This design comes from an exercise in tuning for small area, a short achievable clock period and few clock cycles on the open sky130 flow, not from production work. At most, simulation tests tie the RTL to the original design; equivalence was not proved. Power figures rest on the tool's default switching activity, not on a simulated workload.

## run K
Design cqsm_codec, start of the top module:
module cqsm_codec (
  input             clk,
  input             rst,           
  input             cmd_valid,
  output reg        cmd_ready,
  input      [1:0]  cmd_op,        
  input      [23:0] cmd_arg,
  input      [3:0]  cfg_kh,
  input      [3:0]  cfg_ks,
  input      [3:0]  cfg_kv,
  input      [8:0]  cfg_nh,
  input      [8:0]  cfg_ns,
  input      [8:0]  cfg_nv,
  input      [7:0]  cfg_gmin,
  input             pix_valid,
  output reg        pix_ready,
  input      [23:0] pix_hsv,
  output reg        res_valid,
  output reg [2:0]  res_err,
  output reg [8:0]  res_info,
  output reg [23:0] res_hsv,
  output reg [7:0]  res_sym,
  output reg [7:0]  res_mg
);
export LEC_CHECK = 0
export CAP_MARGIN = 20
export CORE_MARGIN = 2
export CORE_UTILIZATION = 40
export SLEW_MARGIN = 20
create_clock -name core_clock -period 13.5 [get_ports {clk}]
standard.sh (not shown) runs the stock make flow with config.mk's settings and CLKGATE_MAP_FILE= SYNTH_SCRIPT=/design/flow/synth_recipe.tcl, a recipe that flattens the netlist after the stock synthesis.
==> flow/flow/run.sh <==
#!/bin/bash
set -euo pipefail
bash standard.sh SETUP_SLACK_MARGIN=9.7 finish > make_finish.log 2>&1
Edits applied to the flow inputs when going from run K to run R:
--- a/flow/design.v
+++ b/flow/design.v
@@ -33,13 +33,15 @@
   localparam S_IDLE  = 4'd0;
   localparam S_EXEC  = 4'd1;
   localparam S_ACC   = 4'd2;
   localparam S_ALAST = 4'd3;
   localparam S_DIV   = 4'd4;
   localparam S_DDIV  = 4'd7;
+  localparam S_DRES  = 4'd8;
   localparam S_MUL   = 4'd9;
+  localparam S_ERES  = 4'd10;
   localparam S_SHIFT = 4'd11;
   localparam S_CST   = 4'd12;
   localparam S_CSTEP = 4'd13;
   localparam S_CEND  = 4'd14;
   localparam S_VERD  = 4'd15;
   reg [3:0]  state;
@@ -117,15 +119,14 @@
           acc_nx[24*g +: 24] = {rnx, lnx};
         else
           acc_nx[24*g +: 24] = addv;
       end
       assign mean_nx[8*g +: 8] = lnx;
       wire [3:0] mk   = kmask(kcc);
-      wire       sat  = lnx[4] || ((lnx[3:1] & ~mk[3:1]) != 3'd0);
-      assign didx[4*g +: 4] = {sat ? mk[3:1] : lnx[3:1], mk[0] & (sat | lnx[0])};
-      assign elvl[8*g +: 8] = ~rnx[12:5];
+      assign didx[4*g +: 4] = (L[4] || (L[3:0] & ~mk) != 4'd0) ? mk : L[3:0];
+      assign elvl[8*g +: 8] = ~R[12:5];
     end
   endgenerate
   wire [3:0] ksv = ks + kv;
   wire [7:0] dsym = ({4'd0, didx[3:0]} << ksv) | ({4'd0, didx[7:4]} << kv) | {4'd0, didx[11:8]};
   function kbig;                
     input [3:0] k;
@@ -179,14 +180,16 @@
         if (opr == OP_CONFIG)      state_nb = ck_bad ? S_IDLE : S_SHIFT;
         else                       state_nb = S_MUL;
       end
       S_ACC:   if (pix_valid && rem == 16'd1) state_nb = S_ALAST;
       S_ALAST: state_nb = S_DIV;
       S_DIV:   if (cnt == 4'd7) state_nb = S_DDIV;
-      S_DDIV:  if (cnt == 4'd4) state_nb = S_IDLE;
-      S_MUL:   if (cnt == 4'd4) state_nb = S_IDLE;
+      S_DDIV:  if (cnt == 4'd4) state_nb = S_DRES;
+      S_DRES:  state_nb = S_IDLE;
+      S_MUL:   if (cnt == 4'd4) state_nb = S_ERES;
+      S_ERES:  state_nb = S_IDLE;
       S_SHIFT: if (cnt == 4'd3) state_nb = S_CST;
       S_CST:   state_nb = (kmask(sk) == 4'd0) ? S_CEND : S_CSTEP;
       S_CSTEP: if (cnt == km) state_nb = S_CEND;
       S_CEND:  state_nb = (ch == 2'd2) ? S_VERD : S_CST;
       S_VERD:  state_nb = S_IDLE;
       default: state_nb = S_IDLE;
@@ -270,16 +273,14 @@
         end
       end
       S_ALAST: cnt <= 4'd0;
       S_ACC: if (pix_fire) {res_info[7:0], res_mg} <= rem - 16'd1;
       S_DIV: cnt <= (cnt == 4'd7) ? 4'd0 : cnt + 4'd1;
       S_DDIV: cnt <= cnt + 4'd1;
-      S_MUL: begin
-        cnt <= cnt + 4'd1;
-        if (cnt == 4'd4) res_hsv <= elvl;
-      end
+      S_MUL: cnt <= cnt + 4'd1;
+      S_ERES: res_hsv <= elvl;
       S_SHIFT: begin
         for (c = 0; c < 3; c = c + 1)
           if ({1'b0, cnt[1:0]} + kc[4*c +: 3] < 3'd4)
             np[13*c +: 13] <= {np[13*c +: 12], 1'b0};
         cnt <= cnt + 4'd1;
         if (cnt == 4'd3)
## What came out
[compare] base=run K new=run R: synthesized netlist cell count shows a reduction of about 1.7%; mean instance size in the synthesized netlist shows an increase of 0.89%. Proportion of power drawn by the clock network (higher): run K. Summary: with run K as the reference, total length of routed met3 wires in run R moved down by more than 10%. Higher sum of routed wire length over all layers was reported by run K, not run R. Die area | run R < run K. The higher net switching share of the total power came out of run R. The upper clock frequency limit reported for run R is smaller than that of run K by 0.011 GHz.
No functional check of the RTL was part of any run of this note.

========
cqsm_codec, a different RTL version from the one above (not shown whole).
Size in the first run: ~220 flip-flops, roughly 160 I/O pins.
// cqsm_codec
module cqsm_codec (
  input             clk,
  input             rst,           
  input             cmd_valid,
  output reg        cmd_ready,
  input      [1:0]  cmd_op,        
  input      [23:0] cmd_arg,
  input      [3:0]  cfg_kh,
  input      [3:0]  cfg_ks,
  input      [3:0]  cfg_kv,
  input      [8:0]  cfg_nh,
  input      [8:0]  cfg_ns,
  input      [8:0]  cfg_nv,
  input      [7:0]  cfg_gmin,
  input             pix_valid,
  output reg        pix_ready,
  input      [23:0] pix_hsv,
  output reg        res_valid,
  output reg [2:0]  res_err,
  output reg [8:0]  res_info,
  output reg [23:0] res_hsv,
  output reg [7:0]  res_sym,
  output reg [7:0]  res_mg
);
  localparam OP_CONFIG = 2'd0;
  localparam OP_ENC    = 2'd1;
  localparam OP_DEC    = 2'd2;
  localparam OP_CELL   = 2'd3;
  localparam E_OK    = 3'd0;
  localparam E_NOCFG = 3'd2;
  localparam E_QCFG  = 3'd5;
  localparam E_GUARD = 3'd6;
  localparam S_IDLE  = 4'd0;
  localparam S_CEXEC = 4'd1;     
  localparam S_EEXEC = 4'd5;     
  localparam S_ACC   = 4'd2;
  localparam S_ALAST = 4'd3;
  ...
==> flow/config.mk <==
export PLATFORM = sky130hd
export DESIGN_NAME = cqsm_codec
export DESIGN_NICKNAME = cqsm_codec
export VERILOG_FILES = /design/flow/design.v
export SDC_FILE = /design/flow/constraint.sdc
export NUM_CORES = 4
export LEC_CHECK = 0
export CAP_MARGIN = 20
export CORE_MARGIN = 2
export CORE_UTILIZATION = 40
export SLEW_MARGIN = 20
==> flow/constraint.sdc <==
create_clock -name core_clock -period 13.5 [get_ports {clk}]
set_input_delay 2.7000 -clock core_clock [delete_from_list [all_inputs] [get_ports {clk}]]
set_output_delay 2.7000 -clock core_clock [all_outputs]
set_load 0.01 [all_outputs]
==> flow/flow/run.sh <==
#!/bin/bash
set -euo pipefail
bash standard.sh SETUP_SLACK_MARGIN=9.7 CAP_MARGIN=30 "BUFFER_PORTS_ARGS=-buffer_cell sky130_fd_sc_hd__buf_2" finish > make_finish.log 2>&1
Testbench counts at the start, summed over its fixed seeds: cycles 121,516.
Change:
--- a/flow/design.v
+++ b/flow/design.v
@@ -36,23 +36,23 @@
   localparam S_ACC   = 4'd2;
   localparam S_ALAST = 4'd3;
   localparam S_DIV   = 4'd4;
   localparam S_DDIV  = 4'd7;
   localparam S_MUL   = 4'd9;
   localparam S_SHIFT = 4'd11;
   localparam S_CST   = 4'd12;
   localparam S_CSTEP = 4'd13;
   localparam S_CEND  = 4'd14;
   localparam S_VERD  = 4'd15;
   reg [3:0]  state;
-  reg [23:0] p;                
+  reg [2:0]  cr;               
   reg        cfgv;
   reg [11:0] kc;               
   reg [38:0] np;               
   reg [3:0]  cnt;
   reg [71:0] acc;              
   reg f_eld, f_stp, f_mul, f_dvm, f_dvl;
   wire [15:0] n   = res_hsv[15:0];
   wire [15:0] rem = {res_info[7:0], res_mg};
   reg [1:0]  ch;
   reg [4:0]  frac;
   reg        fa, fb, anyz;
@@ -77,41 +77,43 @@
     begin
       m = n5[4] ? (6'd32 - {1'b0, n5}) : {1'b0, n5};
       dec_c4 = 4'd15 - m[4:1];
     end
   endfunction
   wire [7:0]  esym = res_hsv[7:0];    
   wire [7:0]  e_sv = esym >> kv;
   wire [7:0]  e_sh = esym >> (kv + ks);
   wire [11:0] eidx = {esym[3:0] & kmask(kv), e_sv[3:0] & kmask(ks), e_sh[3:0] & kmask(kh)};
   wire        f_ini  = cmd_fire && cmd_op[1];
   reg  [71:0] acc_nx;
+  wire [2:0]  lo_c;            
   wire [11:0] didx;            
   wire [23:0] elvl;            
   wire [23:0] mean_nx;         
   genvar g;
   generate
     for (g = 0; g < 3; g = g + 1) begin : g_ch
       wire [15:0] R    = acc[24*g+8 +: 16];
       wire [7:0]  L    = acc[24*g +: 8];
       wire [12:0] npc  = np[13*g +: 13];
       wire [3:0]  kcc  = kc[4*g +: 4];
       wire [15:0] dvs  = f_dvm ? n : {3'd0, npc};
-      wire [7:0]  pg   = p[8*g +: 8];
+      wire [7:0]  pg   = pix_hsv[8*g +: 8] & {8{pix_fire}};
       wire [7:0]  lo   = {1'b0, acc[24*g +: 7]} + {1'b0, pg[6:0]};
       wire [17:0] bhi  = f_stp ? ~{2'd0, dvs} : {17'd0, pg[7]};
-      wire [17:0] hi   = {1'b0, acc[24*g+7 +: 17]} + bhi + {17'd0, f_stp | lo[7]};
+      wire [17:0] hi   = {1'b0, acc[24*g+7 +: 17]} + bhi + {17'd0, f_stp | cr[g]};
       wire        cmt  = f_mul ? L[7] : ~hi[17];
       wire [7:0]  lnx  = {L[6:0], cmt};
       wire [15:0] rnx  = cmt ? hi[15:0] : {R[14:0], f_mul | L[7]};
       wire [23:0] addv = {hi[16:0], lo[6:0]};
+      assign lo_c[g] = lo[7];
       wire [3:0]  ei   = eidx[4*g +: 4];
       wire [3:0]  c4   = dec_c4(npc[4:0]);
       always @(*) begin
         if (f_ini)
           acc_nx[24*g +: 24] = {9'd0, cmd_op[0] ? cmd_arg[15:1] : {cmd_arg[8*g +: 8], c4, 3'd0}};
         else if (f_eld)
           acc_nx[24*g +: 24] = {16'hFFFF, ei, 1'b1, 3'b000};
         else if (f_dvl)
           acc_nx[24*g +: 24] = {9'd0, lnx, c4, 3'd0};
         else if (f_stp)
           acc_nx[24*g +: 24] = {rnx, lnx};
@@ -228,26 +230,23 @@
       f_dvl <= (state == S_DIV && cnt == 4'd6);
       if (state == S_CEXEC)
         cfgv <= 1'b0;
       if (state == S_VERD && res_err == E_OK)
         cfgv <= 1'b1;
     end
   end
   integer c;
   always @(posedge clk) begin
     acc     <= acc_nx;
     res_sym <= dsym;
-    if (pix_ready)
-      p <= pix_valid ? pix_hsv : 24'd0;
-    else
-      p <= 24'd0;
+    cr <= (f_ini || f_eld || f_stp) ? 3'd0 : lo_c;
     if (cmd_fire && cmd_op == OP_CONFIG) begin
       kc      <= {cfg_kv, cfg_ks, cfg_kh};
       np      <= {4'd0, cfg_nv, 4'd0, cfg_ns, 4'd0, cfg_nh};
     end
     if (f_dvl)
       res_hsv <= mean_nx;
     case (state)
       S_IDLE: if (cmd_fire) begin
         res_info      <= 9'd0;
         res_err       <= (cmd_op != OP_CONFIG && !cfgv) ? E_NOCFG : E_OK;
         res_hsv[15:0] <= (cmd_op == OP_CONFIG) ? {8'd0, cfg_gmin} : cmd_arg[15:0];
=> The new run went through all stages and came out clean. Global-route usage went up by 1.6 points. Non-clock buffer count went up by 33. Fmax went down by a quarter to a third. Total power went down by a few percent. Cell count went down slightly. Clock-buffer cell count went down by 1. Worst setup slack got worse by 1.2 ns. Critical path depth went down by 3. Register-to-register slack got worse by 0.78 ns.
Only the layout flow was run in the second run of this note; the RTL was not checked for function there.

==> re-timing with driven ports <==
The flow's constraints put no driver on any port. The routed layouts listed below were extracted and timed again, unchanged, in two steps.
Step 1 (the two cells are an assumption about what drives the block):
set clk [get_ports {clk}]
set_driving_cell -lib_cell sky130_fd_sc_hd__clkbuf_16 $clk
set_driving_cell -lib_cell sky130_fd_sc_hd__buf_2 [delete_from_list [all_inputs] $clk]
Step 2 times the ports against the registers' clock, not the clock port: input delays grow and output delays shrink by t, the midpoint of the rising clock arrivals with the driver on.
Slacks: ideal ports / drivers / drivers and shift; pairs: ideal ports / drivers.
| run | t (ns) | slack for setup (ns) | slew at the worst register clock pin (ns) | pins driven straight from the clock port |
|---|---|---|---|---|
| run K | 0.635 | 9.494 / 9.494 / 9.052 | 0.07 / 0.07 | 1 |
| run R | 0.627 | 9.316 / 9.316 / 8.841 | 0.06 / 0.06 | 1 |
| the first run of note 2 | 0.650 | 9.424 / 9.424 / 8.973 | 0.07 / 0.07 | 1 |
| the second run of note 2 | 0.619 | 8.177 / 8.185 / 7.566 | 0.07 / 0.07 | 1 |
After both steps every run listed still meets setup and hold. For the second run of note 2, which loses most, drivers alone change the setup slack by +0.008 ns; drivers and shift together by -0.611 ns.
